This design comes from an exercise in tuning for a short achievable clock period and few clock cycles on the open sky130 flow, not from production work. Only simulation tests tie the RTL to the original design; equivalence was not proved. Power and IR drop assume default switching activity.

<file path="design/flow/config.mk">
export PLATFORM = sky130hd
export DESIGN_NAME = col216_core
export DESIGN_NICKNAME = col216_core
export VERILOG_FILES = /design/flow/design.v
export SDC_FILE = /design/flow/constraint.sdc
export NUM_CORES = 4
export LEC_CHECK = 0
export ABC_CLOCK_PERIOD_IN_PS = 3000
export CAP_MARGIN = 20
export CELL_PAD_IN_SITES_GLOBAL_PLACEMENT = 2
export CORE_MARGIN = 2
export CORE_UTILIZATION = 35
export PLACE_DENSITY = 0.5
export SLEW_MARGIN = 20
export TNS_END_PERCENT = 100
</file>
<file path="design/flow/constraint.sdc">
create_clock -name core_clock -period 11.0 [get_ports {clk}]
set_input_delay 2.2000 -clock core_clock [delete_from_list [all_inputs] [get_ports {clk}]]
set_output_delay 2.2000 -clock core_clock [all_outputs]
set_load 0.01 [all_outputs]
</file>
<file path="design/flow/design.v">
module col216_core (
    input  wire        clk,
    input  wire        rst,           
    input  wire [15:0] prog_len,      
    output wire [15:0] imem_addr,
    input  wire [31:0] imem_rdata,
    output wire [17:0] dmem_addr,     
    output wire        dmem_we,
    output wire [31:0] dmem_wdata,
    input  wire [31:0] dmem_rdata,
    output wire        wb_valid,      
    output wire [4:0]  wb_rd,
    output wire [31:0] wb_data,
    output wire        halted,
    output wire        fault,
    output wire [2:0]  fault_code,
    output wire [15:0] fault_pc
);
    localparam OP_ADD  = 6'd1;
    localparam OP_SUB  = 6'd2;
    localparam OP_MUL  = 6'd3;
    localparam OP_SLT  = 6'd4;
    localparam OP_ADDI = 6'd5;
    localparam OP_LW   = 6'd6;
    localparam OP_SW   = 6'd7;
    localparam OP_BEQ  = 6'd8;
    localparam OP_BNE  = 6'd9;
    localparam OP_J    = 6'd10;
    localparam F_INVREG  = 3'd1;
    localparam F_INVLAB  = 3'd2;
    localparam F_MEMADDR = 3'd3;
    localparam F_SYNTAX  = 3'd4;
    reg [31:0] rf [1:31];             
    reg [31:1] rf_ok;                 
    reg [15:0] n_r;                   
    reg        fault_r;
    reg [2:0]  fault_code_r;
    reg [15:0] fault_pc_r;
    reg        halted_r;              
    reg        dmem_we_r;             
    reg        wb_valid_r;            
    reg [15:0] pc;
    reg        f_ok;                  
    reg [1:0]  bht_c [0:63];          
    reg [63:0] bht_seen;              
    reg [63:0] lp_tv;                 
    reg [3:0]  lp_trip [0:63];
    reg [3:0]  lp_cnt  [0:63];
    reg [63:0] lp_cv;                 
    reg        ir_v;
    reg [31:0] ir;
    reg [15:0] ir_pc;
    reg        ir_pred;
    reg        idex_v;
    reg [15:0] idex_pc;
    reg [31:0] idex_d1;
    reg [31:0] idex_d2;
    reg [1:0]  idex_s1;               
    reg [1:0]  idex_s2;
    reg [31:0] idex_md1;              
    reg [31:0] idex_md2;
    reg [1:0]  idex_ms1;              
    reg [1:0]  idex_ms2;
    reg [31:0] idex_imm;
    reg [4:0]  idex_dest;
    reg        idex_rw;
    reg        idex_add, idex_sub, idex_mul, idex_slt, idex_addi;
    reg        idex_lw, idex_sw, idex_beq, idex_bne;
    reg        idex_pred;
    reg        idex_r_eq;             
    reg        idex_r_ne;             
    reg [8:0]  idex_cmp;              
    reg        idex_eq_dd;            
    reg        idex_back;             
    reg [15:0] idex_alt;              
    reg        idex_alt_ok;           
    reg        idex_df;               
    reg [2:0]  idex_dcode;
    reg [33:0] idex_klo;              
    reg [33:0] idex_khi;              
    reg        exmem_v;
    reg        exmem_rw;
    reg        exmem_mr;
    reg        exmem_mw;
    reg        exmem_mul;
    reg [4:0]  exmem_dest;
    reg [31:0] exmem_res;
    reg [31:0] exmem_sv;
    reg        exmem_br;              
    reg        exmem_back;
    reg        exmem_bne;
    reg        exmem_taken;
    reg [5:0]  exmem_bidx;
    reg  [31:0] exmem_mv0;
    reg  [31:0] exmem_mv1;
    reg  [31:0] exmem_mv2;
    reg  [31:0] exmem_mv3;
    reg        memwb_v;
    reg        memwb_rw;
    reg [4:0]  memwb_dest;
    reg [31:0] memwb_val;
    wire [31:0] ex_a = idex_s1[0] ? exmem_res : idex_s1[1] ? memwb_val : idex_d1;
    wire [31:0] ex_b = idex_s2[0] ? exmem_res : idex_s2[1] ? memwb_val : idex_d2;
    wire [31:0] ex_add  = ex_a + ex_b;
    wire [31:0] ex_sub  = ex_a - ex_b;
    wire        ex_slt  = $signed(ex_a) < $signed(ex_b);
    wire [32:0] ex_ea   = {ex_a[31], ex_a} + {idex_imm[31], idex_imm};
    wire [31:0] ex_addi = ex_ea[31:0];
    wire [33:0] ex_elo  = {{2{ex_a[31]}}, ex_a} + idex_klo;
    wire [33:0] ex_ehi  = {{2{ex_a[31]}}, ex_a} + idex_khi;
    wire        ex_ea_bad = (ex_a[1:0] != idex_imm[1:0] * 2'd3)   
                          | ex_elo[33]                           
                          | ~ex_ehi[33];                         
    wire        ex_fault  = idex_v & (idex_df | ((idex_lw | idex_sw) & ex_ea_bad));
    wire [2:0]  ex_fcode  = idex_df ? idex_dcode : F_MEMADDR;
    wire        eq_em    = (exmem_res == memwb_val);
    wire        eq_ed    = (exmem_res == idex_d2);
    wire        eq_md    = (memwb_val == idex_d2);
    wire        eq_de    = (idex_d1 == exmem_res);
    wire        eq_dm    = (idex_d1 == memwb_val);
    wire        ex_eq    = idex_cmp[0] | idex_cmp[4]
                         | ((idex_cmp[1] | idex_cmp[3]) & eq_em)
                         | (idex_cmp[2] & eq_ed)
                         | (idex_cmp[5] & eq_md)
                         | (idex_cmp[6] & eq_de)
                         | (idex_cmp[7] & eq_dm)
                         | (idex_cmp[8] & idex_eq_dd);
    wire        ex_taken = (idex_beq & ex_eq) | (idex_bne & ~ex_eq);
    wire        ex_isbr  = idex_beq | idex_bne;
    wire        redir    = ex_eq ? idex_r_eq : idex_r_ne;
    wire [31:0] ex_res = ({32{idex_add}}  & ex_add)
                       | ({32{idex_sub}}  & ex_sub)
                       | ({32{idex_slt}}  & {31'd0, ex_slt})
                       | ({32{idex_addi}} & ex_addi)
                       | ({32{idex_lw | idex_sw}} & {14'd0, ex_ea[19:2]});
    wire [31:0] mul_a = idex_ms1[0] ? exmem_res : idex_ms1[1] ? memwb_val : idex_md1;
    wire [31:0] mul_b = idex_ms2[0] ? exmem_res : idex_ms2[1] ? memwb_val : idex_md2;
    wire [32:0] mbb = {mul_b, 1'b0};
    wire [31:0] mul_a2 = {mul_a[30:0], 1'b0};
    wire mb1_0 = mbb[1] ^ mbb[0];
    wire mb2_0 = (mbb[2] & ~mbb[1] & ~mbb[0]) | (~mbb[2] & mbb[1] & mbb[0]);
    wire mbn_0 = mbb[2];
    wire [31:0] mpp0 = ((({32{mb1_0}} & mul_a) | ({32{mb2_0}} & mul_a2)) ^ {32{mbn_0}}) << 0;
    wire mb1_1 = mbb[3] ^ mbb[2];
    wire mb2_1 = (mbb[4] & ~mbb[3] & ~mbb[2]) | (~mbb[4] & mbb[3] & mbb[2]);
    wire mbn_1 = mbb[4];
    wire [31:0] mpp1 = ((({32{mb1_1}} & mul_a) | ({32{mb2_1}} & mul_a2)) ^ {32{mbn_1}}) << 2;
    wire mb1_2 = mbb[5] ^ mbb[4];
    wire mb2_2 = (mbb[6] & ~mbb[5] & ~mbb[4]) | (~mbb[6] & mbb[5] & mbb[4]);
    wire mbn_2 = mbb[6];
    wire [31:0] mpp2 = ((({32{mb1_2}} & mul_a) | ({32{mb2_2}} & mul_a2)) ^ {32{mbn_2}}) << 4;
    wire mb1_3 = mbb[7] ^ mbb[6];
    wire mb2_3 = (mbb[8] & ~mbb[7] & ~mbb[6]) | (~mbb[8] & mbb[7] & mbb[6]);
    wire mbn_3 = mbb[8];
    wire [31:0] mpp3 = ((({32{mb1_3}} & mul_a) | ({32{mb2_3}} & mul_a2)) ^ {32{mbn_3}}) << 6;
    wire mb1_4 = mbb[9] ^ mbb[8];
    wire mb2_4 = (mbb[10] & ~mbb[9] & ~mbb[8]) | (~mbb[10] & mbb[9] & mbb[8]);
    wire mbn_4 = mbb[10];
    wire [31:0] mpp4 = ((({32{mb1_4}} & mul_a) | ({32{mb2_4}} & mul_a2)) ^ {32{mbn_4}}) << 8;
    wire mb1_5 = mbb[11] ^ mbb[10];
    wire mb2_5 = (mbb[12] & ~mbb[11] & ~mbb[10]) | (~mbb[12] & mbb[11] & mbb[10]);
    wire mbn_5 = mbb[12];
    wire [31:0] mpp5 = ((({32{mb1_5}} & mul_a) | ({32{mb2_5}} & mul_a2)) ^ {32{mbn_5}}) << 10;
    wire mb1_6 = mbb[13] ^ mbb[12];
    wire mb2_6 = (mbb[14] & ~mbb[13] & ~mbb[12]) | (~mbb[14] & mbb[13] & mbb[12]);
    wire mbn_6 = mbb[14];
    wire [31:0] mpp6 = ((({32{mb1_6}} & mul_a) | ({32{mb2_6}} & mul_a2)) ^ {32{mbn_6}}) << 12;
    wire mb1_7 = mbb[15] ^ mbb[14];
    wire mb2_7 = (mbb[16] & ~mbb[15] & ~mbb[14]) | (~mbb[16] & mbb[15] & mbb[14]);
    wire mbn_7 = mbb[16];
    wire [31:0] mpp7 = ((({32{mb1_7}} & mul_a) | ({32{mb2_7}} & mul_a2)) ^ {32{mbn_7}}) << 14;
    wire mb1_8 = mbb[17] ^ mbb[16];
    wire mb2_8 = (mbb[18] & ~mbb[17] & ~mbb[16]) | (~mbb[18] & mbb[17] & mbb[16]);
    wire mbn_8 = mbb[18];
    wire [31:0] mpp8 = ((({32{mb1_8}} & mul_a) | ({32{mb2_8}} & mul_a2)) ^ {32{mbn_8}}) << 16;
    wire mb1_9 = mbb[19] ^ mbb[18];
    wire mb2_9 = (mbb[20] & ~mbb[19] & ~mbb[18]) | (~mbb[20] & mbb[19] & mbb[18]);
    wire mbn_9 = mbb[20];
    wire [31:0] mpp9 = ((({32{mb1_9}} & mul_a) | ({32{mb2_9}} & mul_a2)) ^ {32{mbn_9}}) << 18;
    wire mb1_10 = mbb[21] ^ mbb[20];
    wire mb2_10 = (mbb[22] & ~mbb[21] & ~mbb[20]) | (~mbb[22] & mbb[21] & mbb[20]);
    wire mbn_10 = mbb[22];
    wire [31:0] mpp10 = ((({32{mb1_10}} & mul_a) | ({32{mb2_10}} & mul_a2)) ^ {32{mbn_10}}) << 20;
    wire mb1_11 = mbb[23] ^ mbb[22];
    wire mb2_11 = (mbb[24] & ~mbb[23] & ~mbb[22]) | (~mbb[24] & mbb[23] & mbb[22]);
    wire mbn_11 = mbb[24];
    wire [31:0] mpp11 = ((({32{mb1_11}} & mul_a) | ({32{mb2_11}} & mul_a2)) ^ {32{mbn_11}}) << 22;
    wire mb1_12 = mbb[25] ^ mbb[24];
    wire mb2_12 = (mbb[26] & ~mbb[25] & ~mbb[24]) | (~mbb[26] & mbb[25] & mbb[24]);
    wire mbn_12 = mbb[26];
    wire [31:0] mpp12 = ((({32{mb1_12}} & mul_a) | ({32{mb2_12}} & mul_a2)) ^ {32{mbn_12}}) << 24;
    wire mb1_13 = mbb[27] ^ mbb[26];
    wire mb2_13 = (mbb[28] & ~mbb[27] & ~mbb[26]) | (~mbb[28] & mbb[27] & mbb[26]);
    wire mbn_13 = mbb[28];
    wire [31:0] mpp13 = ((({32{mb1_13}} & mul_a) | ({32{mb2_13}} & mul_a2)) ^ {32{mbn_13}}) << 26;
    wire mb1_14 = mbb[29] ^ mbb[28];
    wire mb2_14 = (mbb[30] & ~mbb[29] & ~mbb[28]) | (~mbb[30] & mbb[29] & mbb[28]);
    wire mbn_14 = mbb[30];
    wire [31:0] mpp14 = ((({32{mb1_14}} & mul_a) | ({32{mb2_14}} & mul_a2)) ^ {32{mbn_14}}) << 28;
    wire mb1_15 = mbb[31] ^ mbb[30];
    wire mb2_15 = (mbb[32] & ~mbb[31] & ~mbb[30]) | (~mbb[32] & mbb[31] & mbb[30]);
    wire mbn_15 = mbb[32];
    wire [31:0] mpp15 = ((({32{mb1_15}} & mul_a) | ({32{mb2_15}} & mul_a2)) ^ {32{mbn_15}}) << 30;
    wire [31:0] mppc = {1'b0, mbn_15, 1'b0, mbn_14, 1'b0, mbn_13, 1'b0, mbn_12, 1'b0, mbn_11, 1'b0, mbn_10, 1'b0, mbn_9, 1'b0, mbn_8, 1'b0, mbn_7, 1'b0, mbn_6, 1'b0, mbn_5, 1'b0, mbn_4, 1'b0, mbn_3, 1'b0, mbn_2, 1'b0, mbn_1, 1'b0, mbn_0};
    wire [31:0] mts0_0 = mpp0 ^ mpp1 ^ mpp2;
    wire [31:0] mtc0_0 = {((mpp0[30:0] & mpp1[30:0]) | (mpp0[30:0] & mpp2[30:0]) | (mpp1[30:0] & mpp2[30:0])), 1'b0};
    wire [31:0] mts0_1 = mpp3 ^ mpp4 ^ mpp5;
    wire [31:0] mtc0_1 = {((mpp3[30:0] & mpp4[30:0]) | (mpp3[30:0] & mpp5[30:0]) | (mpp4[30:0] & mpp5[30:0])), 1'b0};
    wire [31:0] mts0_2 = mpp6 ^ mpp7 ^ mpp8;
    wire [31:0] mtc0_2 = {((mpp6[30:0] & mpp7[30:0]) | (mpp6[30:0] & mpp8[30:0]) | (mpp7[30:0] & mpp8[30:0])), 1'b0};
    wire [31:0] mts0_3 = mpp9 ^ mpp10 ^ mpp11;
    wire [31:0] mtc0_3 = {((mpp9[30:0] & mpp10[30:0]) | (mpp9[30:0] & mpp11[30:0]) | (mpp10[30:0] & mpp11[30:0])), 1'b0};
    wire [31:0] mts0_4 = mpp12 ^ mpp13 ^ mpp14;
    wire [31:0] mtc0_4 = {((mpp12[30:0] & mpp13[30:0]) | (mpp12[30:0] & mpp14[30:0]) | (mpp13[30:0] & mpp14[30:0])), 1'b0};
    wire [31:0] mts1_0 = mts0_0 ^ mtc0_0 ^ mts0_1;
    wire [31:0] mtc1_0 = {((mts0_0[30:0] & mtc0_0[30:0]) | (mts0_0[30:0] & mts0_1[30:0]) | (mtc0_0[30:0] & mts0_1[30:0])), 1'b0};
    wire [31:0] mts1_1 = mtc0_1 ^ mts0_2 ^ mtc0_2;
    wire [31:0] mtc1_1 = {((mtc0_1[30:0] & mts0_2[30:0]) | (mtc0_1[30:0] & mtc0_2[30:0]) | (mts0_2[30:0] & mtc0_2[30:0])), 1'b0};
    wire [31:0] mts1_2 = mts0_3 ^ mtc0_3 ^ mts0_4;
    wire [31:0] mtc1_2 = {((mts0_3[30:0] & mtc0_3[30:0]) | (mts0_3[30:0] & mts0_4[30:0]) | (mtc0_3[30:0] & mts0_4[30:0])), 1'b0};
    wire [31:0] mts1_3 = mtc0_4 ^ mpp15 ^ mppc;
    wire [31:0] mtc1_3 = {((mtc0_4[30:0] & mpp15[30:0]) | (mtc0_4[30:0] & mppc[30:0]) | (mpp15[30:0] & mppc[30:0])), 1'b0};
    wire [31:0] mts2_0 = mts1_0 ^ mtc1_0 ^ mts1_1;
    wire [31:0] mtc2_0 = {((mts1_0[30:0] & mtc1_0[30:0]) | (mts1_0[30:0] & mts1_1[30:0]) | (mtc1_0[30:0] & mts1_1[30:0])), 1'b0};
    wire [31:0] mts2_1 = mtc1_1 ^ mts1_2 ^ mtc1_2;
    wire [31:0] mtc2_1 = {((mtc1_1[30:0] & mts1_2[30:0]) | (mtc1_1[30:0] & mtc1_2[30:0]) | (mts1_2[30:0] & mtc1_2[30:0])), 1'b0};
    wire [31:0] mts3_0 = mts2_0 ^ mtc2_0 ^ mts2_1;
    wire [31:0] mtc3_0 = {((mts2_0[30:0] & mtc2_0[30:0]) | (mts2_0[30:0] & mts2_1[30:0]) | (mtc2_0[30:0] & mts2_1[30:0])), 1'b0};
    wire [31:0] mts3_1 = mtc2_1 ^ mts1_3 ^ mtc1_3;
    wire [31:0] mtc3_1 = {((mtc2_1[30:0] & mts1_3[30:0]) | (mtc2_1[30:0] & mtc1_3[30:0]) | (mts1_3[30:0] & mtc1_3[30:0])), 1'b0};
    wire [31:0] mms4_0 = exmem_mv0 ^ exmem_mv1 ^ exmem_mv2;
    wire [31:0] mmc4_0 = {((exmem_mv0[30:0] & exmem_mv1[30:0]) | (exmem_mv0[30:0] & exmem_mv2[30:0]) | (exmem_mv1[30:0] & exmem_mv2[30:0])), 1'b0};
    wire [31:0] mms5_0 = mms4_0 ^ mmc4_0 ^ exmem_mv3;
    wire [31:0] mmc5_0 = {((mms4_0[30:0] & mmc4_0[30:0]) | (mms4_0[30:0] & exmem_mv3[30:0]) | (mmc4_0[30:0] & exmem_mv3[30:0])), 1'b0};
    wire [31:0] mul_final = mms5_0 + mmc5_0;
    wire [31:0] mem_val = exmem_mr ? dmem_rdata : exmem_mul ? mul_final : exmem_res;
    wire [1:0]  bu_old  = bht_seen[exmem_bidx] ? bht_c[exmem_bidx] : (exmem_bne ? 2'd2 : 2'd1);
    wire [3:0]  bu_cnt  = lp_cv[exmem_bidx] ? lp_cnt[exmem_bidx] : 4'd0;
    wire [1:0]  bu_new  = exmem_taken ? ((bu_old == 2'd3) ? 2'd3 : bu_old + 2'd1)
                                      : ((bu_old == 2'd0) ? 2'd0 : bu_old - 2'd1);
    wire [5:0]  op    = ir[31:26];
    wire [4:0]  rs    = ir[25:21];
    wire [4:0]  rt    = ir[20:16];
    wire [4:0]  rd    = ir[15:11];
    wire d_add  = (op == OP_ADD);
    wire d_sub  = (op == OP_SUB);
    wire d_mul  = (op == OP_MUL);
    wire d_slt  = (op == OP_SLT);
    wire d_addi = (op == OP_ADDI);
    wire d_lw   = (op == OP_LW);
    wire d_sw   = (op == OP_SW);
    wire d_beq  = (op == OP_BEQ);
    wire d_bne  = (op == OP_BNE);
    wire d_j    = (op == OP_J);
    wire is_r   = d_add | d_sub | d_mul | d_slt;
    wire is_br  = d_beq | d_bne;
    wire op_ok  = (op >= 6'd1) & (op <= 6'd10);
    wire bad_syntax = ~op_ok | (is_r & (ir[10:0] != 11'd0));
    wire bad_reg    = (is_r & (rd == 5'd0)) | ((d_addi | d_lw) & (rt == 5'd0));
    wire bad_label  = (is_br & (ir[15] | (ir[15:0] > n_r)))
                    | (d_j  & (ir[25] | (ir[24:16] != 9'd0) | (ir[15:0] > n_r)));
    wire d_df       = bad_syntax | bad_reg | bad_label;
    wire [2:0] d_dcode = bad_syntax ? F_SYNTAX : bad_reg ? F_INVREG : F_INVLAB;
    wire       use_rs = (is_r | d_addi | d_lw | d_sw | is_br) & (rs != 5'd0);
    wire       use_rt = (is_r | d_sw | is_br) & (rt != 5'd0);
    wire       writes = is_r | d_addi | d_lw;
    wire [4:0] dest   = is_r ? rd : rt;
    wire ex_late  = idex_v & idex_rw & (idex_lw | idex_mul);
    wire hazard   = ex_late & ((use_rs & (rs == idex_dest)) | (use_rt & (rt == idex_dest)));
    wire stall    = ir_v & hazard;
    wire f1_ex  = use_rs & idex_v  & idex_rw  & (idex_dest  == rs);
    wire f1_mem = use_rs & exmem_v & exmem_rw & (exmem_dest == rs);
    wire f2_ex  = use_rt & idex_v  & idex_rw  & (idex_dest  == rt);
    wire f2_mem = use_rt & exmem_v & exmem_rw & (exmem_dest == rt);
    wire        wb_en  = memwb_v & memwb_rw;
    wire [31:0] wb_dec = 32'd1 << memwb_dest;
    wire [31:0] rf_ok0 = {rf_ok, 1'b0};
    wire [31:0] rdata1 = (wb_en && rs != 5'd0 && memwb_dest == rs) ? memwb_val :
                         rf_ok0[rs] ? rf[rs] : 32'd0;
    wire [31:0] rdata2 = (wb_en && rt != 5'd0 && memwb_dest == rt) ? memwb_val :
                         rf_ok0[rt] ? rf[rt] : 32'd0;
    wire [2:0]  src1   = f1_ex ? 3'b001 : f1_mem ? 3'b010 : 3'b100;    
    wire [2:0]  src2   = f2_ex ? 3'b001 : f2_mem ? 3'b010 : 3'b100;
    wire [15:0] ir_pc1 = ir_pc + 16'd1;
    wire [15:0] d_alt  = ir_pred ? ir_pc1 : ir[15:0];
    wire [15:0] f_pc1  = pc + 16'd1;
    wire [5:0]  f_op   = imem_rdata[31:26];
    wire        f_j    = (f_op == OP_J);
    wire        f_br   = (f_op == OP_BEQ) | (f_op == OP_BNE);
    wire [5:0]  f_idx  = pc[5:0];
    wire [3:0]  f_cnt  = lp_cv[f_idx] ? lp_cnt[f_idx] : 4'd0;
    wire        f_hint = lp_tv[f_idx]    ? (f_cnt != lp_trip[f_idx]) :
                         bht_seen[f_idx] ? bht_c[f_idx][1] : (f_op == OP_BNE);
    wire        f_pred = f_br & f_hint;
    wire        f_take = f_j | f_pred;
    integer i;
    always @(posedge clk) begin
        if (rst) begin
            n_r          <= prog_len;
            fault_r      <= 1'b0;
            fault_code_r <= 3'd0;
            fault_pc_r   <= 16'd0;
        end else if (!fault_r) begin
            fault_r      <= ex_fault;
            fault_code_r <= ex_fcode;
            fault_pc_r   <= idex_pc;
        end
    end
    always @(posedge clk) begin
        if (rst) begin
            halted_r   <= prog_len == 16'd0;
            dmem_we_r  <= 1'b0;
            wb_valid_r <= 1'b0;
        end else begin
            halted_r   <= ~fault_r & ~f_ok & ~ir_v & ~idex_v & ~exmem_v;
            dmem_we_r  <= idex_v & idex_sw & ~fault_r & ~ex_fault;
            wb_valid_r <= exmem_v & exmem_rw & ~fault_r & ~ex_fault;
        end
    end
    always @(posedge clk) begin
        if (rst) begin
            pc           <= 16'd0;
            f_ok         <= prog_len != 16'd0;
            ir_v         <= 1'b0;
            idex_v       <= 1'b0;
            idex_r_eq    <= 1'b0;
            idex_r_ne    <= 1'b0;
            exmem_v      <= 1'b0;
            memwb_v      <= 1'b0;
            bht_seen     <= 64'd0;
            lp_tv        <= 64'd0;
            lp_cv        <= 64'd0;
        end else begin
            memwb_v <= exmem_v;
            exmem_v <= idex_v;
            idex_v  <= ir_v & ~stall & ~redir;
            idex_r_eq <= ir_v & ~stall & ~redir & ((d_beq & ~ir_pred) | (d_bne & ir_pred));
            idex_r_ne <= ir_v & ~stall & ~redir & ((d_beq & ir_pred) | (d_bne & ~ir_pred));
            if (redir) begin
                ir_v <= 1'b0;
                pc   <= idex_alt;
                f_ok <= idex_alt_ok;
            end else if (!stall) begin
                ir_v <= f_ok;
                if (f_ok) begin
                    pc   <= f_take ? imem_rdata[15:0] : f_pc1;
                    f_ok <= f_take ? (imem_rdata[15:0] < n_r) : (f_pc1 < n_r);
                end
            end
            if (exmem_v & exmem_br) begin
                bht_seen[exmem_bidx] <= 1'b1;
                if (exmem_back) begin
                    lp_cv[exmem_bidx] <= 1'b1;
                    if (exmem_taken) begin
                        if (bu_cnt == 4'hf)
                            lp_tv[exmem_bidx] <= 1'b0;
                    end else begin
                        lp_tv[exmem_bidx] <= 1'b1;
                    end
                end
            end
        end
    end
    always @(posedge clk) begin
        if (rst)
            rf_ok <= 31'd0;
        else if (wb_en)
            rf_ok <= rf_ok | wb_dec[31:1];
    end
    always @(posedge clk) begin
        if (wb_en)
            rf[memwb_dest] <= memwb_val;
    end
    always @(posedge clk) begin
        if (exmem_br) begin
            bht_c[exmem_bidx] <= bu_new;
            if (exmem_back) begin
                lp_cnt[exmem_bidx] <= exmem_taken ? bu_cnt + 4'd1 : 4'd0;
                if (~exmem_taken)
                    lp_trip[exmem_bidx] <= bu_cnt;
            end
        end
        memwb_rw   <= exmem_rw;
        memwb_dest <= exmem_dest;
        memwb_val  <= mem_val;
        exmem_rw    <= idex_rw;
        exmem_mr    <= idex_lw;
        exmem_mw    <= idex_sw;
        exmem_mul   <= idex_mul;
        exmem_dest  <= idex_dest;
        exmem_res   <= ex_res;
        exmem_sv    <= ex_b;
        exmem_br    <= idex_v & ex_isbr;
        exmem_back  <= idex_back;
        exmem_bne   <= idex_bne;
        exmem_taken <= ex_taken;
        exmem_bidx  <= idex_pc[5:0];
        exmem_mv0 <= mts3_0;
        exmem_mv1 <= mtc3_0;
        exmem_mv2 <= mts3_1;
        exmem_mv3 <= mtc3_1;
        idex_pc     <= ir_pc;
        idex_d1     <= rdata1;
        idex_d2     <= rdata2;
        idex_s1     <= {f1_mem & ~f1_ex, f1_ex};
        idex_s2     <= {f2_mem & ~f2_ex, f2_ex};
        idex_md1    <= d_mul ? rdata1 : 32'd0;
        idex_md2    <= d_mul ? rdata2 : 32'd0;
        idex_ms1    <= {f1_mem & ~f1_ex & d_mul, f1_ex & d_mul};
        idex_ms2    <= {f2_mem & ~f2_ex & d_mul, f2_ex & d_mul};
        idex_imm    <= {{16{ir[15]}}, ir[15:0]};
        idex_dest   <= dest;
        idex_rw     <= writes;
        idex_add    <= d_add;
        idex_sub    <= d_sub;
        idex_mul    <= d_mul;
        idex_slt    <= d_slt;
        idex_addi   <= d_addi;
        idex_lw     <= d_lw;
        idex_sw     <= d_sw;
        idex_beq    <= d_beq;
        idex_bne    <= d_bne;
        idex_pred   <= ir_pred;
        idex_cmp    <= {src1[2] & src2[2], src1[2] & src2[1], src1[2] & src2[0],
                        src1[1] & src2[2], src1[1] & src2[1], src1[1] & src2[0],
                        src1[0] & src2[2], src1[0] & src2[1], src1[0] & src2[0]};
        idex_eq_dd  <= rdata1 == rdata2;
        idex_back   <= ir[15:0] <= ir_pc;
        idex_alt    <= d_alt;
        idex_alt_ok <= d_alt < n_r;
        idex_df     <= d_df;
        idex_dcode  <= d_dcode;
        idex_klo    <= {{18{ir[15]}}, ir[15:0]} - {16'd0, n_r, 2'b00};
        idex_khi    <= {{18{ir[15]}}, ir[15:0]} - 34'h100000;
        if (!stall) begin
            ir      <= imem_rdata;
            ir_pc   <= pc;
            ir_pred <= f_pred;
        end
    end
    assign imem_addr  = pc;
    assign dmem_addr  = exmem_res[17:0];
    assign dmem_we    = dmem_we_r;
    assign dmem_wdata = exmem_sv;
    assign wb_valid   = wb_valid_r;
    assign wb_rd      = memwb_dest;
    assign wb_data    = memwb_val;
    assign halted     = halted_r;
    assign fault      = fault_r;
    assign fault_code = fault_code_r;
    assign fault_pc   = fault_pc_r;
endmodule
</file>
<file path="design/flow/flow/run.sh">
#!/bin/bash
# The standard layout, with timing repair aiming at a 4.0 ns period (7 ns of
# setup margin at the design's 11 ns clock). ORFS's own logs stay under orfs/logs.
set -euo pipefail
bash standard.sh SETUP_SLACK_MARGIN=7 finish > standard.log 2>&1
</file>
<file path="design/flow/standard.sh">
#!/bin/bash
# synth_recipe.tcl (not shown) runs the flow's synth.tcl, then flattens the netlist and writes it again
# the make line also repeats each setting of config.mk as NAME=value (left out here)
make -C /OpenROAD-flow-scripts/flow DESIGN_CONFIG=/design/flow/config.mk WORK_HOME=/design/flow/orfs CLKGATE_MAP_FILE= SYNTH_SCRIPT=/design/flow/synth_recipe.tcl "${@:-finish}"
</file>
==> results by group, run 1 <==
Timing
  • Period utilisation layout: 42.6%
  • Setup TNS: 0 ns
  • Max Clock Skew: a little over 0.05 ns
  • RSZ-0062 raised after global routing: true
  • # setup viols final: 0
  • WHS: 0.336 ns
  • Max-slew violation count: 0
  • Max Fclk: 214 MHz
  • Actual slew at the worst max-slew pin: roughly 1.1 ns
  • Rel. slew slack: a little under a quarter
  • Crit path time final: 4.68 ns
  • Endpoints failing hold: 0

Die
  • Number of I/O pins: 208
  • Area of the core: 366000 um^2
  • Rows: 222
  • Initial Utilization: approximately a third
  • Die Y: 611 um
  • DIE WIDTH: 611 um
  • Die footprint: between 300000 and 400000 um^2

Worst setup path
  • Crit-path max FO: 37
  • Worst EP required: approximately 12 ns
  • Critical path, cell by cell: buf_12 -> o21a_2 -> buf_12 -> inv_6 -> nand2_8 -> o22ai_1 -> o21ai_1 -> o221ai_2 -> fa_2 -> fa_2 -> fa_2 -> xnor2_2 -> xnor2_1 -> xnor2_1 -> xnor2_1 -> xnor2_1 -> xnor2_1 -> xnor2_1 -> xnor2_1
  • Crit path kind: reg -> reg
  • Crit start category: register
  • Arr. time, crit path: 5.47 ns
  • Max incr delay on CP: 0.66 ns
  • Crit. End Element: register
  • CP most frequent cell: xnor2_1
  • Slowest CP cell: fa_2

Logic synthesis
  • Synth cell types: 90
  • Sequential area share after synthesis: 50.9%
  • Synth Instances: 10126
  • Post-synthesis async set-or-reset flop share: 0%
  • Syn nets: 10736
  • Syn_area_per_cell: 12.7 um^2
  • Post-Syn Area: about 130000 um^2
  • Commonest cells in the netlist: edfxtp_1, nor2_1, mux4_2
  • Synth area leaders: edfxtp_1, mux4_2, dfxtp_1
  • Register bit total from synthesis: 2425
  • Number of flops mapped to enable cells by yosys: 1698
  • Synth Flop Type: edfxtp_1
  • Warnings from Yosys: 1
  • Yosys top cell area share: 39.6%
  • Count leader, synth: edfxtp_1
  • Area leader, netlist: edfxtp_1

Cells and area
  • P&R area growth vs syn: 25.0%
  • Final net count: 11353
  • Proportion of layout cells with a drive suffix above 1: 30.1%

Power and ir drop
  • VDD IR max: 0.000123 V
  • PD cells: 137 nW/um^2
  • Leakage: 56.8 nW

CTS
  • Clk sinks: approximately 2400
  • Htree depth: 5
  • CTS clk-pin slew, worst paths: 0.06 ns
  • Num CTS Buffers: between 200 and 300
  • Worst skew pair latency: about 0.94 ns
  • Post-CTS Hold Buffers: 0
  • CTS root buf: clkbuf_16
  • Clock Tree Buf Depth: 4
  • CTS tree: built

Placed design
  • DPL Wire Length: 372 mm
  • Port Buffers: just over 200
  • Global placement routability congestion: 0.880

Detailed routing
  • Routed Antenna Nets: 0
  • Via density: roughly 6.1
  • Post-route DRC: 0
  • Vias: between 90000 and 100k
  • Drt wl/cell: 38.6 um
  • Detailed Routing Iterations Pass 1: 6
  • Initial detailed-routing violation count: 11441
  • WL final: 610 mm

Hold path
  • Worst hold path class: reg -> reg

Status
  • Status: timing/DRC/antenna clean

GRT
  • Largest net degree at the start of global routing: 149
  • Global route overflow: 0
  • Vias in the first global route: 94654
  • GRT Overall Usage: 31.8%
  • First-pass GRT wire length: roughly 800 mm
  • Initial antenna violation count: 56

Run
  • Max cap viols: 0
report_power, final:
| part | leakage [nW] | total [W] | internal [W] | switching, W |
|---|---|---|---|---|
| sequential | 22.3 | 0.00988 | 0.00977 | 0.000108 |
| clock | 4.62 | 0.00975 | 0.00558 | 0.00417 |
| combinational | 29.8 | 0.00246 | 0.00102 | 0.00144 |
through the flow:
stage / total power (W) / area, um^2 / instances / setup WS, ns / utilization [%]
after floorplan: 0.0112 / 130000 / 10126 / 6.48 / -
after global placement: 0.0120 / 138000 / 14656 / 4.48 / 37.6
after detailed placement: 0.0120 / 138000 / 14658 / 4.58 / 37.6
after CTS: 0.0222 / 157000 / 15649 / 6.34 / 43.0
after global routing: 0.0227 / 161000 / 15799 / 6.18 / 44.0
final: 0.0221 / 161000 / 15810 / 6.32 / 44.0
area by class of cell:
| type | count | area (um^2) |
|---|---|---|
| diodes | 15 | 37.5 |
| clock buffers | 365 | 7970 |
| clock inverters | 167 | 1500 |
| fillers | 33383 | 205000 |
| inverters | 343 | 1410 |
| multi-input cells | 6500 | 63800 |
| flip-flops and latches | 2425 | 65800 |
| well taps | 4816 | 6030 |
| repair buffers | 1175 | 14400 |
| repair inverters | 4 | 48.8 |
routing by layer:
metal	track usage (%)	up-vias	routed length, um
met4	11.7	10	26900
met2	47.7	4658	266000
met1	45.5	50969	267000
met3	6.41	943	50100
met5	0	-	57
li1	-	40408	-
registers in the layout, indices dropped and copies added (netlist names), 64 cells and up, named ones only:
| signal | cells |
|---|---|
| rf | 992 |
| bht_seen | 64 |
| bht_c | 128 |
| lp_cnt | 256 |
| lp_cv | 64 |
| lp_tv | 64 |
| lp_trip | 256 |
worst max-delay path: cells and delay by family, from the launching register on:
family,cells,cell delay (ns)
AND/OR/NAND/NOR,1,0.16
XOR/XNOR,8,1.20
adder cells (fa/ha/maj),3,1.51
buffers and inverters,3,0.55
flip-flops,1,0.45
AO/OA/AOI/OAI,4,0.63
worst paths after layout:
path / slack, ns / startpoint / cells after the start / to
worst max register to register: 6.32 / idex_ms2[0]$_DFF_P_ / 19 / exmem_mv0[31]$_DFF_P_
worst min register to register: 0.34 / idex_back$_DFF_P_ / 0 / exmem_back$_DFF_P_
worst min-delay path: 0.34 / idex_back$_DFF_P_ / 0 / exmem_back$_DFF_P_
worst max-delay path: 6.32 / idex_ms2[0]$_DFF_P_ / 19 / exmem_mv0[31]$_DFF_P_
cells in the final DEF (no fill, tap or decap), drive strengths merged, types with 29 or more instances in the layout:
cell,instances
a211oi,93
a21o,74
a21oi,593
a221oi,67
a22o,29
a22oi,151
a31oi,68
and2,85
buf,944
bufbuf,58
clkbuf,375
clkdlybuf4s50,77
clkinv,125
dfxtp,727
dlygate4sd2,58
edfxtp,1698
fa,203
ha,325
inv,351
mux2,46
mux2i,332
mux4,812
nand2,484
nand2b,35
nand3,90
nand4,75
nor2,834
nor2b,53
nor3,78
nor4,58
o211ai,39
o21a,123
o21ai,536
o221ai,215
o22ai,246
xnor2,303
xor2,116
cells by family (layout without fill, tap and decap cells):
family	count (synthesis)	in the layout	synth area share, %
other	0	15	0
AOI/OAI and AO/OA	2436	2437	12.3
adders and majority gates	528	528	6.31
buffers and inverters	1213	2054	3.80
xor gates and xnor gates	419	419	2.85
muxes	1190	1190	17.2
DFF	2425	2425	50.9
and+or+nand+nor	1915	1926	6.70
timing repair:
item                                    in CTS  in global routing
setup buffers                              371                136
gates cloned                                88                 10
resized for setup                         1375                570
endpoints found under the setup margin    1071                523
hold endpoints to repair                     0                  0
pin swaps                                  152                215
Testbench counts, summed over its fixed seeds: cycles 100,756.
==> inputs of run 2 (changes only) <==
==> design/flow/run.sh (new file) <==
#!/bin/bash
# synth_recipe.tcl (not shown) runs the flow's synth.tcl, then flattens the netlist and writes it again
# the make line also repeats each setting of config.mk as NAME=value (left out here)
make -C /OpenROAD-flow-scripts/flow DESIGN_CONFIG=/design/flow/config.mk WORK_HOME=/design/flow/orfs CLKGATE_MAP_FILE= SYNTH_SCRIPT=/design/flow/synth_recipe.tcl finish
--- a/design/flow/config.mk
+++ b/design/flow/config.mk
@@ -7,9 +7,8 @@
 export LEC_CHECK = 0
 export ABC_CLOCK_PERIOD_IN_PS = 3000
 export CAP_MARGIN = 20
-export CELL_PAD_IN_SITES_GLOBAL_PLACEMENT = 2
 export CORE_MARGIN = 2
-export CORE_UTILIZATION = 35
-export PLACE_DENSITY = 0.5
+export CORE_UTILIZATION = 40
+export SETUP_SLACK_MARGIN = 5
 export SLEW_MARGIN = 20
 export TNS_END_PERCENT = 100
removed: design/flow/flow/run.sh
removed: design/flow/standard.sh
==> run 2 against run 1 <==
  * Still clean
  * Critical path type unchanged
  * Sequential share of layout area is 4.4 points higher
  * Synthesized area is the same
  * Highest routed layer unchanged
  * Global-route usage shrank 3.5 points
  * Design area shrank 10%
  * Largest cell class unchanged
  * Hold slack better by 0.0041 ns
==> results by group, run 2 <==
Logic synthesis
  • Register bit total from synthesis: 2425 (unchanged)
  • Sequential area share after synthesis: 50.9% (unchanged)
  • Area leader, netlist: edfxtp_1
  • Synth Instances: 10126 (unchanged)
  • Post-Syn Area: 129000 um^2 (unchanged)
  • Yosys top cell area share: 39.6% (unchanged)
  • Warnings from Yosys: 1 (unchanged)
  • Synth Flop Type: edfxtp_1
  • Syn nets: 10736 (unchanged)
  • Post-synthesis async set-or-reset flop share: 0% (unchanged)
  • Count leader, synth: edfxtp_1
  • Synth cell types: 90 (unchanged)
  • Synth area leaders: edfxtp_1, mux4_2, dfxtp_1
  • Commonest cells in the netlist: edfxtp_1, nor2_1, mux4_2
  • Number of flops mapped to enable cells by yosys: 1698 (unchanged)
  • Syn_area_per_cell: 12.7 um^2 (unchanged)

GRT
  • GR Util met3: 6.66% (+0.25 points)
  • Vias in the first global route: 90485 (-4.4%)
  • GRT Overall Usage: 28.3% (-3.5 points)
  • GRT busiest layer: met2
  • GR Util met2: 42.0% (-5.7 points)
  • Met1 usage: 38.2% (-7.2 points)
  • Initial antenna violation count: 20 (-64%)
  • Largest net degree at the start of global routing: 122 (-18%)
  • First-pass GRT wire length: 669 mm (-18%)
  • Global route overflow: 0 (unchanged)

Timing
  • Rel. slew slack: 20.4% (-3.4 points)
  • Min setup slack post-route: 5.09 ns (-1.23 ns)
  • WHS: 0.340 ns (+0.00409 ns)
  • Max Fclk: 169 MHz (-21%)
  • Endpoints failing hold: 0 (unchanged)
  • Crit path time final: 5.91 ns (+1.23 ns)
  • # setup viols final: 0 (unchanged)
  • Actual slew at the worst max-slew pin: 1.18 ns (+0.0380 ns)
  • RSZ-0062 raised after global routing: true
  • Setup TNS: 0 ns (unchanged)
  • Max-slew violation count: 0 (unchanged)
  • Max Clock Skew: 0.0792 ns (+0.0278 ns)
  • Period utilisation layout: 53.7% (+11 points)

Worst setup path
  • Worst EP required: 11.79 ns (about the same)
  • Crit-path max FO: 35 (-5.4%)
  • Crit path kind: reg -> reg
  • Max incr delay on CP: 0.59 ns (-0.07 ns)
  • Slowest CP cell: fa_1
  • R2r worst-path depth: 21 (+2)
  • Arr. time, crit path: 6.70 ns (+1.23 ns)
  • Critical path, cell by cell: buf_6 -> mux2i_1 -> o21a_1 -> buf_4 -> clkinvlp_4 -> xnor2_1 -> nand2_2 -> o221ai_1 -> fa_1 -> inv_1 -> fa_1 -> inv_1 -> fa_1 -> xnor2_1 -> xnor2_1 -> xnor2_1 -> xnor2_1 -> xnor2_1 -> xnor2_1 -> xnor2_1 -> xnor2_1
  • Crit. End Element: register
  • CP most frequent cell: xnor2_1
  • Crit start category: register

CTS
  • CTS clk-pin slew, worst paths: 0.06 ns (about the same)
  • Clock Tree Buf Depth: 4 (unchanged)
  • Htree depth: 5 (unchanged)
  • Post-CTS Hold Buffers: 0 (unchanged)
  • Worst skew pair latency: 0.93 ns (about the same)
  • CTS tree: built
  • CTS root buf: clkbuf_16
  • Num CTS Buffers: 274 (-6.8%)
  • Clk sinks: 2425 (unchanged)

Cells and area
  • Commonest non-fill, non-tap cells in the layout: edfxtp_1, mux4_2, nor2_1
  • Multi-input gate area: 59000 um^2 (-7.5%)
  • Proportion of layout cells with a drive suffix above 1: 17.6% (-12 points)
  • Layout fillers: 28471 (-15%)
  • Biggest register: rf
  • Regs by FF count: rf x992, lp_cnt x256, lp_trip x256
  • Max reg flops: 992 (unchanged)
  • P&R area growth vs syn: 12.5%
  • Final std cells w/o fill: 14583 (-7.8%)
  • Final net count: 10662 (-6.1%)
  • Register area: 65700 um^2 (-0.28%)
  • Commonest non-fill, non-tap cell in the layout: edfxtp_1

Die
  • Area of the core: 321000 um^2 (-12%)
  • DIE WIDTH: 572 um (-6.4%)
  • Number of I/O pins: 208 (unchanged)
  • Rows: 208 (-6.3%)
  • Die footprint: 327000 um^2 (-12%)
  • Die Y: 572 um (-6.4%)
  • Initial Utilization: 40.2% (+5.0 points)

Power and ir drop
  • VDD IR max: 0.000103 V (-16%)
  • Leakage: 50.0 nW (-12%)
  • PD cells: 145 nW/um^2 (+5.6%)
  • Design Power: 0.0210 W (-5.0%)

Placed design
  • Global placement routability congestion: 0.961 (+9.3%)
  • DPL Wire Length: 309 mm (-17%)
  • Port Buffers: 207 (unchanged)
  • Placed insts: 14072 (-4.0%)
  • Placement Setup Slack: 4.34 ns (-0.247 ns)

Detailed routing
  • Drt wl/cell: 32.5 um (-16%)
  • Detailed Routing Iterations Pass 1: 8 (+2)
  • Via density: 6.39 (+4.2%)
  • Routed Antenna Nets: 0 (unchanged)
  • WL final: 473 mm (-22%)
  • Initial detailed-routing violation count: 13556 (+18%)
  • Post-route DRC: 0 (unchanged)
  • Vias: 93188 (-3.9%)

Hold path
  • Worst hold path class: reg -> reg
  • Depth of the worst hold-timing path: 0 (unchanged)

Status
  • Status: timing/DRC/antenna clean

Run
  • Max cap viols: 0 (unchanged)
## run 2: changes by cell type in the layout (fill, tap and decap cells not counted), moves of 58 or more
| cell | delta |
|---|---|
| buf_4 | -279 |
| buf_12 | -146 |
| clkdlybuf4s50_1 | +129 |
| o21ai_0 | +108 |
| buf_6 | -97 |
| mux2i_1 | +84 |
| nor2_1 | +67 |
| a21oi_1 | +62 |
| bufbuf_16 | -58 |
| dlygate4sd2_1 | -58 |
## run 2: where the power goes
| group | switching [W] | internal, W |
|---|---|---|
| combinational | 0.00108 | 0.000703 |
| clock | 0.00392 | 0.00539 |
| sequential | 0.000133 | 0.00978 |
## run 2: routing by layer
layer	vias up	part of all wire (%)
met1	47231	39
li1	38899	-
met2	5894	44
met4	8	6.4
met3	1156	11
met5	-	0.011
## run 2: area by class of cell
class | instances | share of cell area, %
flip-flops and latches | 2425 | 45.3
multi-input cells | 6488 | 40.7
clock buffers | 347 | 5.09
well taps | 4305 | 3.72
repair buffers | 517 | 3.14
clock inverters | 148 | 1.11
inverters | 343 | 0.897
diodes | 7 | 0.0121
repair inverters | 3 | 0.0104
## run 2: through the flow
step	util, %	cell area [um^2]
2_1_floorplan	-	129000
6_report	45.2	145000
4_1_cts	45.1	145000
5_1_grt	45.2	145000
3_3_place_gp	42.3	136000
3_5_place_dp	42.3	136000
## run 2: worst paths after layout
kind | slack [ns] | start | end
worst max-delay path | 5.09 | idex_ms2[1]$_DFF_P_ | exmem_mv0[31]$_DFF_P_
worst min-delay path | 0.34 | idex_back$_DFF_P_ | exmem_back$_DFF_P_
worst max register to register | 5.09 | idex_ms2[1]$_DFF_P_ | exmem_mv0[31]$_DFF_P_
worst min register to register | 0.34 | idex_back$_DFF_P_ | exmem_back$_DFF_P_
## run 2: timing repair
action | 4_1_cts | 5_1_grt
cloned | 1 | 2
endpoints found under the hold margin | 0 | 0
gates resized for setup | 17 | 18
endpoints found under the setup margin | 64 | 98
buffers inserted | 0 | 5
## run 2: critical path, delay by kind of cell (launching register included)
kind                     cells  cell delay, ns
AO/OA/AOI/OAI                2            0.36
multiplexers                 1            0.31
XOR/XNOR                     9            1.58
buffers and inverters        5            1.30
adder cells (fa/ha/maj)      3            1.51
AND/OR/NAND/NOR              1            0.36
flip-flops                   1            0.32
## run 2: cells by family after synthesis
| kind of cell | after synthesis | synth area share (%) |
|---|---|---|
| AOI/OAI and AO/OA | 2436 | 12.3 |
| xor gates and xnor gates | 419 | 2.85 |
| DFF | 2425 | 50.9 |
| buffers and inverters | 1213 | 3.80 |
| muxes | 1190 | 17.2 |
| adders and majority gates | 528 | 6.31 |
| and+or+nand+nor | 1915 | 6.70 |
==> inputs of run 3 (changes only) <==
--- a/design/flow/design.v
+++ b/design/flow/design.v
@@ -85,7 +85,8 @@
     reg        exmem_mul;
     reg [4:0]  exmem_dest;
     reg [31:0] exmem_res;
-    reg [31:0] exmem_sv;
+    reg [31:0] exmem_sv;              
+    reg [17:0] exmem_addr;            
     reg        exmem_br;              
     reg        exmem_back;
     reg        exmem_bne;
@@ -99,6 +100,8 @@
     reg        memwb_rw;
     reg [4:0]  memwb_dest;
     reg [31:0] memwb_val;
+    reg [4:0]  wb_rd_r;               
+    reg [31:0] wb_data_r;
     wire [31:0] ex_a = idex_s1[0] ? exmem_res : idex_s1[1] ? memwb_val : idex_d1;
     wire [31:0] ex_b = idex_s2[0] ? exmem_res : idex_s2[1] ? memwb_val : idex_d2;
     wire [31:0] ex_add  = ex_a + ex_b;
@@ -131,8 +134,7 @@
     wire [31:0] ex_res = ({32{idex_add}}  & ex_add)
                        | ({32{idex_sub}}  & ex_sub)
                        | ({32{idex_slt}}  & {31'd0, ex_slt})
-                       | ({32{idex_addi}} & ex_addi)
-                       | ({32{idex_lw | idex_sw}} & {14'd0, ex_ea[19:2]});
+                       | ({32{idex_addi}} & ex_addi);
     wire [31:0] mul_a = idex_ms1[0] ? exmem_res : idex_ms1[1] ? memwb_val : idex_md1;
     wire [31:0] mul_b = idex_ms2[0] ? exmem_res : idex_ms2[1] ? memwb_val : idex_md2;
     wire [32:0] mbb = {mul_b, 1'b0};
@@ -383,13 +385,20 @@
         memwb_rw   <= exmem_rw;
         memwb_dest <= exmem_dest;
         memwb_val  <= mem_val;
+        if (exmem_rw) begin
+            wb_rd_r   <= exmem_dest;
+            wb_data_r <= mem_val;
+        end
         exmem_rw    <= idex_rw;
         exmem_mr    <= idex_lw;
         exmem_mw    <= idex_sw;
         exmem_mul   <= idex_mul;
         exmem_dest  <= idex_dest;
         exmem_res   <= ex_res;
-        exmem_sv    <= ex_b;
+        if (idex_sw)
+            exmem_sv <= ex_b;
+        if (idex_lw | idex_sw)
+            exmem_addr <= ex_ea[19:2];
         exmem_br    <= idex_v & ex_isbr;
         exmem_back  <= idex_back;
         exmem_bne   <= idex_bne;
@@ -439,12 +448,12 @@
         end
     end
     assign imem_addr  = pc;
-    assign dmem_addr  = exmem_res[17:0];
+    assign dmem_addr  = exmem_addr;
     assign dmem_we    = dmem_we_r;
     assign dmem_wdata = exmem_sv;
     assign wb_valid   = wb_valid_r;
-    assign wb_rd      = memwb_dest;
-    assign wb_data    = memwb_val;
+    assign wb_rd      = wb_rd_r;
+    assign wb_data    = wb_data_r;
     assign halted     = halted_r;
     assign fault      = fault_r;
     assign fault_code = fault_code_r;
==> design/flow/flow/run.sh (new file) <==
#!/bin/bash
set -euo pipefail
bash standard.sh SETUP_SLACK_MARGIN=7 \
  "BUFFER_PORTS_ARGS=-buffer_cell sky130_fd_sc_hd__buf_4" \
  finish > standard.log 2>&1
==> design/flow/standard.sh (new file) <==
#!/bin/bash
# synth_recipe.tcl (not shown) runs the flow's synth.tcl, then flattens the netlist and writes it again
# the make line also repeats each setting of config.mk as NAME=value (left out here)
make -C /OpenROAD-flow-scripts/flow DESIGN_CONFIG=/design/flow/config.mk WORK_HOME=/design/flow/orfs CLKGATE_MAP_FILE= SYNTH_SCRIPT=/design/flow/synth_recipe.tcl "${@:-finish}"
--- a/design/flow/config.mk
+++ b/design/flow/config.mk
@@ -7,8 +7,9 @@
 export LEC_CHECK = 0
 export ABC_CLOCK_PERIOD_IN_PS = 3000
 export CAP_MARGIN = 20
+export CELL_PAD_IN_SITES_GLOBAL_PLACEMENT = 2
 export CORE_MARGIN = 2
-export CORE_UTILIZATION = 40
-export SETUP_SLACK_MARGIN = 5
+export CORE_UTILIZATION = 35
+export PLACE_DENSITY = 0.5
 export SLEW_MARGIN = 20
 export TNS_END_PERCENT = 100
removed: design/flow/run.sh
==> run 3 against run 2 <==
  * Still clean
  * Sequential share of layout area fell by 3.3 points
  * Power grew 7.7%
  * Clock power up 9.7%
  * Worst setup slack better by 1.2 ns
  * Register-to-register slack improved by 1.2 ns
  * First-iteration DRC count shrank 20%
  * Wire length increased by 30%
  * Synthesized cell count is 0.29% higher
  * Critical endpoint is now exmem_mv0[14]$_DFF_P_
  * Largest power group unchanged
  * Highest routed layer unchanged
==> results by group, run 3 <==
Placed design
  • Port Buffers: 207 (unchanged)
  • Global placement routability congestion: 0.885 (-7.9%)
  • DPL Wire Length: 385 mm (+24%)
  • Placement Setup Slack: 4.81 ns (+0.476 ns)
  • Placed insts: 14853 (+5.6%)

CTS
  • Clock Tree Buf Depth: 4 (unchanged)
  • CTS root buf: clkbuf_16
  • Num CTS Buffers: 297 (+8.4%)
  • Htree depth: 5 (unchanged)
  • Worst skew pair latency: 0.96 ns (+0.03 ns)
  • CTS tree: built
  • Clk sinks: 2480 (+2.3%)
  • CTS clk-pin slew, worst paths: 0.05 ns (about the same)

Cells and area
  • Commonest non-fill, non-tap cells in the layout: edfxtp_1, mux4_2, buf_4
  • Max reg flops: 992 (unchanged)
  • Commonest non-fill, non-tap cell in the layout: edfxtp_1
  • Final std cells w/o fill: 15928 (+9.2%)
  • Final net count: 11311 (+6.1%)
  • Biggest register: rf
  • P&R area growth vs syn: 23.1%
  • Proportion of layout cells with a drive suffix above 1: 29.8% (+12 points)
  • Regs by FF count: rf x992, lp_cnt x256, lp_trip x256

Timing
  • Setup TNS: 0 ns (unchanged)
  • Crit path time final: 4.76 ns (-1.15 ns)
  • Rel. slew slack: 13.8% (-6.5 points)
  • Max-slew violation count: 0 (unchanged)
  • Period utilisation layout: 43.2% (-10 points)
  • Actual slew at the worst max-slew pin: 1.29 ns (+0.111 ns)
  • RSZ-0062 raised after global routing: true
  • # setup viols final: 0 (unchanged)
  • Endpoints failing hold: 0 (unchanged)
  • Max Clock Skew: 0.0926 ns (+0.0134 ns)
  • Max Fclk: 210 MHz (+24%)
  • Min setup slack post-route: 6.24 ns (+1.15 ns)

Logic synthesis
  • Synth Flop Type: edfxtp_1
  • Synth area leaders: edfxtp_1, mux4_2, dfxtp_1
  • Syn_area_per_cell: 12.9 um^2 (+1.3%)
  • Syn nets: 10765 (+0.27%)
  • Post-synthesis async set-or-reset flop share: 0% (unchanged)
  • Number of flops mapped to enable cells by yosys: 1785 (+5.1%)
  • Sequential area share after synthesis: 51.6% (+0.72 points)
  • Commonest cells in the netlist: edfxtp_1, mux4_2, nor2_1
  • Post-Syn Area: 131000 um^2 (+1.6%)
  • Area leader, netlist: edfxtp_1
  • Register bit total from synthesis: 2480 (+2.3%)
  • Synth Instances: 10155 (+0.29%)
  • Yosys top cell area share: 41.0% (+1.4 points)
  • Warnings from Yosys: 1 (unchanged)
  • Synth cell types: 95 (+5.6%)
  • Count leader, synth: edfxtp_1

Die
  • DIE WIDTH: 615 um (+7.7%)
  • Area of the core: 372000 um^2 (+16%)
  • Rows: 224 (+7.7%)
  • Die Y: 615 um (+7.7%)
  • Die footprint: 379000 um^2 (+16%)
  • Initial Utilization: 35.2% (-5.0 points)
  • Number of I/O pins: 208 (unchanged)

GRT
  • Initial antenna violation count: 45 (+130%)
  • Global route overflow: 0 (unchanged)
  • Vias in the first global route: 96161 (+6.3%)
  • Largest net degree at the start of global routing: 78 (-36%)
  • GRT Overall Usage: 31.5% (+3.2 points)
  • First-pass GRT wire length: 829 mm (+24%)

Worst setup path
  • Critical path, cell by cell: buf_12 -> mux2i_2 -> o21a_2 -> buf_12 -> clkinvlp_4 -> xnor2_2 -> nand2_2 -> buf_4 -> buf_4 -> buf_4 -> buf_6 -> buf_16 -> o22ai_4 -> a21oi_2 -> fa_2 -> inv_1 -> fa_2 -> inv_2 -> fa_2 -> fa_2
  • Crit. End Element: register
  • Crit-path leading delay family: adder cells
  • Crit-path max FO: 8 (-77%)
  • Crit start category: register
  • Slowest CP cell: fa_2
  • Critical path buffer and inverter count: 10 (+5)
  • Max incr delay on CP: 0.56 ns (-0.03 ns)
  • Arr. time, crit path: 5.52 ns (-1.18 ns)
  • Worst EP required: 11.76 ns (-0.03 ns)
  • CP most frequent cell: fa_2
  • Crit path kind: reg -> reg

Detailed routing
  • Initial detailed-routing violation count: 10898 (-20%)
  • Routed Antenna Nets: 0 (unchanged)
  • Post-route DRC: 0 (unchanged)
  • Vias: 97382 (+4.5%)
  • Detailed Routing Iterations Pass 1: 6 (-2)
  • Drt wl/cell: 38.7 um (+19%)
  • WL final: 617 mm (+30%)
  • Via density: 6.11 (-4.3%)

Power and ir drop
  • Gate power share: 10.0% (+1.5 points)
  • Seq pwr share: 45.0% (-2.2 points)
  • Leakage: 56.5 nW (+13%)
  • Switch Pwr: 0.00575 W (+12%)
  • Sw Share: 25.4% (+0.98 points)
  • Internal Power: 0.0169 W (+6.3%)
  • Clock network power share: 45.0% (+0.7 points)
  • Design Power: 0.0226 W (+7.7%)
  • PD cells: 140 nW/um^2 (-3.1%)
  • VDD IR max: 0.000137 V (+33%)

Run
  • Max cap viols: 0 (unchanged)

Status
  • Status: timing/DRC/antenna clean

Hold path
  • Worst hold path class: reg -> reg
run 3: cell count changes in the layout (fill, tap and decap cells not counted), moves of 51 or more:
| cell | previous run | this run |
|---|---|---|
| buf_6 | 10 | 75 |
| o21ai_1 | 24 | 75 |
| mux2i_1 | 331 | 263 |
| buf_4 | 289 | 752 |
| clkdlybuf4s50_1 | 206 | 0 |
| o21ai_0 | 487 | 384 |
| a211oi_1 | 92 | 24 |
| edfxtp_1 | 1698 | 1785 |
| buf_12 | 9 | 114 |
| a21oi_2 | 1 | 57 |
| nor2_1 | 796 | 690 |
run 3: logic make-up after synthesis:
group           Yosys count  share of synthesized area, %
xor+xnor                420                          2.81
fa+ha+maj               529                          6.22
compound gates         2467                          12.2
mux                    1215                          17.2
simple gates           1831                          6.37
flops                  2480                          51.6
buf+inv                1213                          3.62
run 3: power by group through the flow:
stage | clock network [W] | registers [W] | logic (W)
after floorplan | 0 | 0.0103 | 0.00114
after global placement | 0 | 0.0104 | 0.00175
after detailed placement | 0 | 0.0104 | 0.00176
after CTS | 0.0104 | 0.0102 | 0.00219
after global routing | 0.0107 | 0.0102 | 0.00237
final | 0.0102 | 0.0102 | 0.00227
run 3: repair_timing:
action	4_1_cts	5_1_grt
gates resized for setup	857	389
hold buffers	0	0
endpoints found under the setup margin	1123	412
buffers inserted	282	146
gates cloned	72	21
pin swaps	135	196
run 3: cell type report:
type / instances / area, um^2
Clock buffer: 390 / 8200
Tap cell: 4972 / 6220
Multi-Input combinational cell: 6486 / 63500
Timing Repair inverter: 6 / 57.6
Fill cell: 34241 / 211000
Antenna cell: 22 / 55.1
Clock inverter: 142 / 1660
Sequential cell: 2480 / 67700
Inverter: 343 / 1390
Timing Repair Buffer: 1087 / 12300
run 3: layer usage:
layer	up-vias	GRT usage [%]	share of wire, %
met1	51458	42.2	42
met3	1020	4.76	6.5
met4	20	13.2	4.9
met5	-	0	0.022
met2	4361	51.0	47
li1	40523	-	-
run 3: metrics by stage:
stage | hold WS (ns) | area [um^2] | util (%)
5_1_grt | 0.351 | 161000 | 43.3
3_5_place_dp | 0.317 | 139000 | 37.4
3_3_place_gp | 0.318 | 139000 | 37.4
6_report | 0.339 | 161000 | 43.3
2_1_floorplan | 0.310 | 132000 | -
4_1_cts | 0.341 | 158000 | 42.4
run 3: path summary, 6_finish.rpt:
kind                        from                     to  slack, ns  cells past startpoint
max reg2reg  idex_ms2[1]$_DFF_P_  exmem_mv0[14]$_DFF_P_       6.24                     20
min reg2reg    idex_back$_DFF_P_     exmem_back$_DFF_P_       0.34                      0
min            idex_back$_DFF_P_     exmem_back$_DFF_P_       0.34                      0
max          idex_ms2[1]$_DFF_P_  exmem_mv0[14]$_DFF_P_       6.24                     20
Testbench counts of run 3, summed over its fixed seeds: cycles 100,756.
==> inputs of run 4 (changes only) <==
--- a/design/flow/design.v
+++ b/design/flow/design.v
@@ -59,8 +59,7 @@
     reg [1:0]  idex_s2;
     reg [31:0] idex_md1;              
     reg [31:0] idex_md2;
-    reg [1:0]  idex_ms1;              
-    reg [1:0]  idex_ms2;
+    reg [1:0]  idex_as1;              
     reg [31:0] idex_imm;
     reg [4:0]  idex_dest;
     reg        idex_rw;
@@ -107,11 +106,12 @@
     wire [31:0] ex_add  = ex_a + ex_b;
     wire [31:0] ex_sub  = ex_a - ex_b;
     wire        ex_slt  = $signed(ex_a) < $signed(ex_b);
-    wire [32:0] ex_ea   = {ex_a[31], ex_a} + {idex_imm[31], idex_imm};
-    wire [31:0] ex_addi = ex_ea[31:0];
-    wire [33:0] ex_elo  = {{2{ex_a[31]}}, ex_a} + idex_klo;
-    wire [33:0] ex_ehi  = {{2{ex_a[31]}}, ex_a} + idex_khi;
-    wire        ex_ea_bad = (ex_a[1:0] != idex_imm[1:0] * 2'd3)   
+    wire [31:0] ex_addi = ex_a + idex_imm;
+    wire [31:0] ex_ab   = idex_as1[0] ? exmem_res : idex_as1[1] ? memwb_val : idex_d1;
+    wire [32:0] ex_ea   = {ex_ab[31], ex_ab} + {idex_imm[31], idex_imm};
+    wire [33:0] ex_elo  = {{2{ex_ab[31]}}, ex_ab} + idex_klo;
+    wire [33:0] ex_ehi  = {{2{ex_ab[31]}}, ex_ab} + idex_khi;
+    wire        ex_ea_bad = (ex_ab[1:0] != idex_imm[1:0] * 2'd3)  
                           | ex_elo[33]                           
                           | ~ex_ehi[33];                         
     wire        ex_fault  = idex_v & (idex_df | ((idex_lw | idex_sw) & ex_ea_bad));
@@ -135,8 +135,8 @@
                        | ({32{idex_sub}}  & ex_sub)
                        | ({32{idex_slt}}  & {31'd0, ex_slt})
                        | ({32{idex_addi}} & ex_addi);
-    wire [31:0] mul_a = idex_ms1[0] ? exmem_res : idex_ms1[1] ? memwb_val : idex_md1;
-    wire [31:0] mul_b = idex_ms2[0] ? exmem_res : idex_ms2[1] ? memwb_val : idex_md2;
+    wire [31:0] mul_a = idex_md1;
+    wire [31:0] mul_b = idex_md2;
     wire [32:0] mbb = {mul_b, 1'b0};
     wire [31:0] mul_a2 = {mul_a[30:0], 1'b0};
     wire mb1_0 = mbb[1] ^ mbb[0];
@@ -269,7 +269,11 @@
     wire [4:0] dest   = is_r ? rd : rt;
     wire ex_late  = idex_v & idex_rw & (idex_lw | idex_mul);
     wire hazard   = ex_late & ((use_rs & (rs == idex_dest)) | (use_rt & (rt == idex_dest)));
-    wire stall    = ir_v & hazard;
+    wire mul_haz  = d_mul & ((idex_v & idex_rw &
+                              ((use_rs & (rs == idex_dest)) | (use_rt & (rt == idex_dest))))
+                           | (exmem_v & exmem_rw & (exmem_mr | exmem_mul) &
+                              ((use_rs & (rs == exmem_dest)) | (use_rt & (rt == exmem_dest)))));
+    wire stall    = ir_v & (hazard | mul_haz);
     wire f1_ex  = use_rs & idex_v  & idex_rw  & (idex_dest  == rs);
     wire f1_mem = use_rs & exmem_v & exmem_rw & (exmem_dest == rs);
     wire f2_ex  = use_rt & idex_v  & idex_rw  & (idex_dest  == rt);
@@ -413,10 +417,9 @@
         idex_d2     <= rdata2;
         idex_s1     <= {f1_mem & ~f1_ex, f1_ex};
         idex_s2     <= {f2_mem & ~f2_ex, f2_ex};
-        idex_md1    <= d_mul ? rdata1 : 32'd0;
-        idex_md2    <= d_mul ? rdata2 : 32'd0;
-        idex_ms1    <= {f1_mem & ~f1_ex & d_mul, f1_ex & d_mul};
-        idex_ms2    <= {f2_mem & ~f2_ex & d_mul, f2_ex & d_mul};
+        idex_md1    <= ~d_mul ? 32'd0 : f1_mem ? exmem_res : rdata1;
+        idex_md2    <= ~d_mul ? 32'd0 : f2_mem ? exmem_res : rdata2;
+        idex_as1    <= {f1_mem & ~f1_ex & (d_lw | d_sw), f1_ex & (d_lw | d_sw)};
         idex_imm    <= {{16{ir[15]}}, ir[15:0]};
         idex_dest   <= dest;
         idex_rw     <= writes;
==> run 4 against run 3 <==
  * Still clean on timing, DRC and antenna
  * Clock skew is 0.027 ns lower
  * Sequential share of layout area is 0.40 points lower
  * Combinational power is 56% higher
  * Register-to-register slack better by 0.40 ns
  * Global-route usage is 0.32 points lower
  * Worst setup slack better by 0.40 ns
  * Critical endpoint is now pc[3]$_SDFFE_PP0P_
==> results by group, run 4 <==
Timing
  • RSZ-0062 raised after global routing: true
  • Max Clock Skew: 0.0655 ns (-0.0271 ns)
  • Crit path time final: 4.36 ns (-0.398 ns)
  • Setup TNS: 0 ns (unchanged)
  • Actual slew at the worst max-slew pin: 1.25 ns (-0.0384 ns)
  • # setup viols final: 0 (unchanged)
  • Period utilisation layout: 39.6% (-3.6 points)
  • Rel. slew slack: 16.4% (+2.6 points)

Worst setup path
  • Crit-path max FO: 10 (+2)
  • Max incr delay on CP: 0.56 ns (about the same)
  • R2r worst-path depth: 15 (-25%)
  • Crit path kind: reg -> reg
  • Arr. time, crit path: 5.11 ns (-0.41 ns)
  • Crit. End Element: register
  • R2R setup slack: 6.64 ns (+0.40 ns)
  • Crit start category: register
  • Critical path, cell by cell: buf_12 -> buf_4 -> mux4_1 -> mux2i_2 -> o32ai_2 -> a2111oi_4 -> nand2_1 -> xnor2_1 -> or4b_1 -> and3_4 -> nor3b_4 -> buf_12 -> mux2_2 -> mux2i_2 -> a211oi_1
  • Critical path buffer and inverter count: 3 (-7)

GRT
  • Initial antenna violation count: 44 (-2.2%)
  • Global route overflow: 0 (unchanged)
  • First-pass GRT wire length: 837 mm (+1.0%)
  • GRT Overall Usage: 31.2% (-0.32 points)

Logic synthesis
  • Post-synthesis async set-or-reset flop share: 0% (unchanged)
  • Warnings from Yosys: 1 (unchanged)
  • Post-Syn Area: 133000 um^2 (+1.9%)
  • Yosys top cell area share: 40.2% (-0.77 points)
  • Commonest cells in the netlist: edfxtp_1, nor2_1, nand2_1
  • Number of flops mapped to enable cells by yosys: 1785 (unchanged)
  • Syn_area_per_cell: 12.4 um^2 (-3.8%)

Power and ir drop
  • PD cells: 148 nW/um^2 (+5.4%)
  • Leakage: 55.8 nW (-1.3%)
  • VDD IR max: 0.000144 V (+4.6%)

CTS
  • Post-CTS Hold Buffers: 0 (unchanged)
  • Clock Tree Buf Depth: 4 (unchanged)
  • CTS root buf: clkbuf_16
  • Htree depth: 5 (unchanged)

Die
  • Die Y: 621 um (+0.94%)
  • Number of I/O pins: 208 (unchanged)

Run
  • Max cap viols: 0 (unchanged)

Detailed routing
  • Post-route DRC: 0 (unchanged)
  • Drt wl/cell: 37.7 um (-2.5%)
  • Via density: 6.01 (-1.6%)
  • WL final: 620 mm (+0.52%)
  • Detailed Routing Iterations Pass 1: 6 (unchanged)

Cells and area
  • Biggest register: rf
  • P&R area growth vs syn: 22.0%
  • Proportion of layout cells with a drive suffix above 1: 26.8% (-3.0 points)

Status
  • Status: timing/DRC/antenna clean

Placed design
  • DPL Wire Length: 392 mm (+1.9%)
## run 4: repair_timing
| item | CTS | global route |
|---|---|---|
| setup endpoints to repair | 1029 | 430 |
| resized for setup | 968 | 336 |
| buffers inserted | 267 | 90 |
| gates cloned | 77 | 19 |
| pin swaps | 143 | 196 |
## run 4: area by class of cell
cell class	count	area, um^2	share of cell area, %
Antenna cell	18	45.0	0.0277
Clock buffer	398	8280	5.09
Clock inverter	148	1680	1.03
Inverter	325	1260	0.774
Multi-Input combinational cell	7052	65100	40.0
Sequential cell	2478	67700	41.6
Tap cell	5016	6280	3.86
Timing Repair Buffer	994	12300	7.57
## run 4: worst register-to-register path, delay by kind of cell (launching register included)
family / cells / cell delay, ns
AO/OA/AOI/OAI: 3 / 0.58
XOR/XNOR: 1 / 0.16
buffers and inverters: 3 / 0.52
flip-flops: 1 / 0.35
multiplexers: 4 / 1.41
AND/OR/NAND/NOR: 4 / 1.18
## run 4: cells by family after synthesis
group	synth area share, %
AOI/OAI and AO/OA	10.7
buffers and inverters	3.65
DFF	50.6
and+or+nand+nor	8.13
muxes	17.2
adders and majority gates	7.00
xor gates and xnor gates	2.73
## run 4: through the flow
step           utilization, %  hold WS [ns]  worst slack, ns  power, W
5_1_grt                  42.9         0.334             6.53    0.0248
2_1_floorplan               -         0.310             6.68    0.0121
4_1_cts                  42.2         0.328             6.70    0.0241
3_5_place_dp             37.2         0.319             4.16    0.0134
3_3_place_gp             37.2         0.315             4.24    0.0133
6_report                 42.9         0.327             6.64    0.0241
## run 4: power by group
group / internal, W / switching [W] / total [W]
Sequential: 0.0102 / 0.000194 / 0.0104
Clock: 0.00591 / 0.00427 / 0.0102
Combinational: 0.00140 / 0.00215 / 0.00354
## run 4: path summary, 6_finish.rpt
kind / startpoint / endpoint
setup / recovery: register / pc[3]$_SDFFE_PP0P_
hold / removal: idex_back$_DFF_P_ / exmem_back$_DFF_P_
setup reg to reg: register / pc[3]$_SDFFE_PP0P_
hold reg to reg: idex_back$_DFF_P_ / exmem_back$_DFF_P_
## run 4: layer usage
layer  global-route usage [%]  share of wire [%]  vias up
met5                        0             0.0092        -
met4                     11.2                4.2        8
met3                     5.08                7.2      874
met2                     48.6                 45     4402
met1                     43.9                 43    51857
li1                         -                  -    41673
Testbench counts of run 4, summed over its fixed seeds: cycles 103,971.

Setup slack of run 4, layout unchanged: 6.641 ns with ideal ports, 6.641 ns with driving cells assumed (clock clkbuf_16, inputs buf_2), 5.962 ns with port delays also shifted by the 1.042 ns mid clock arrival.
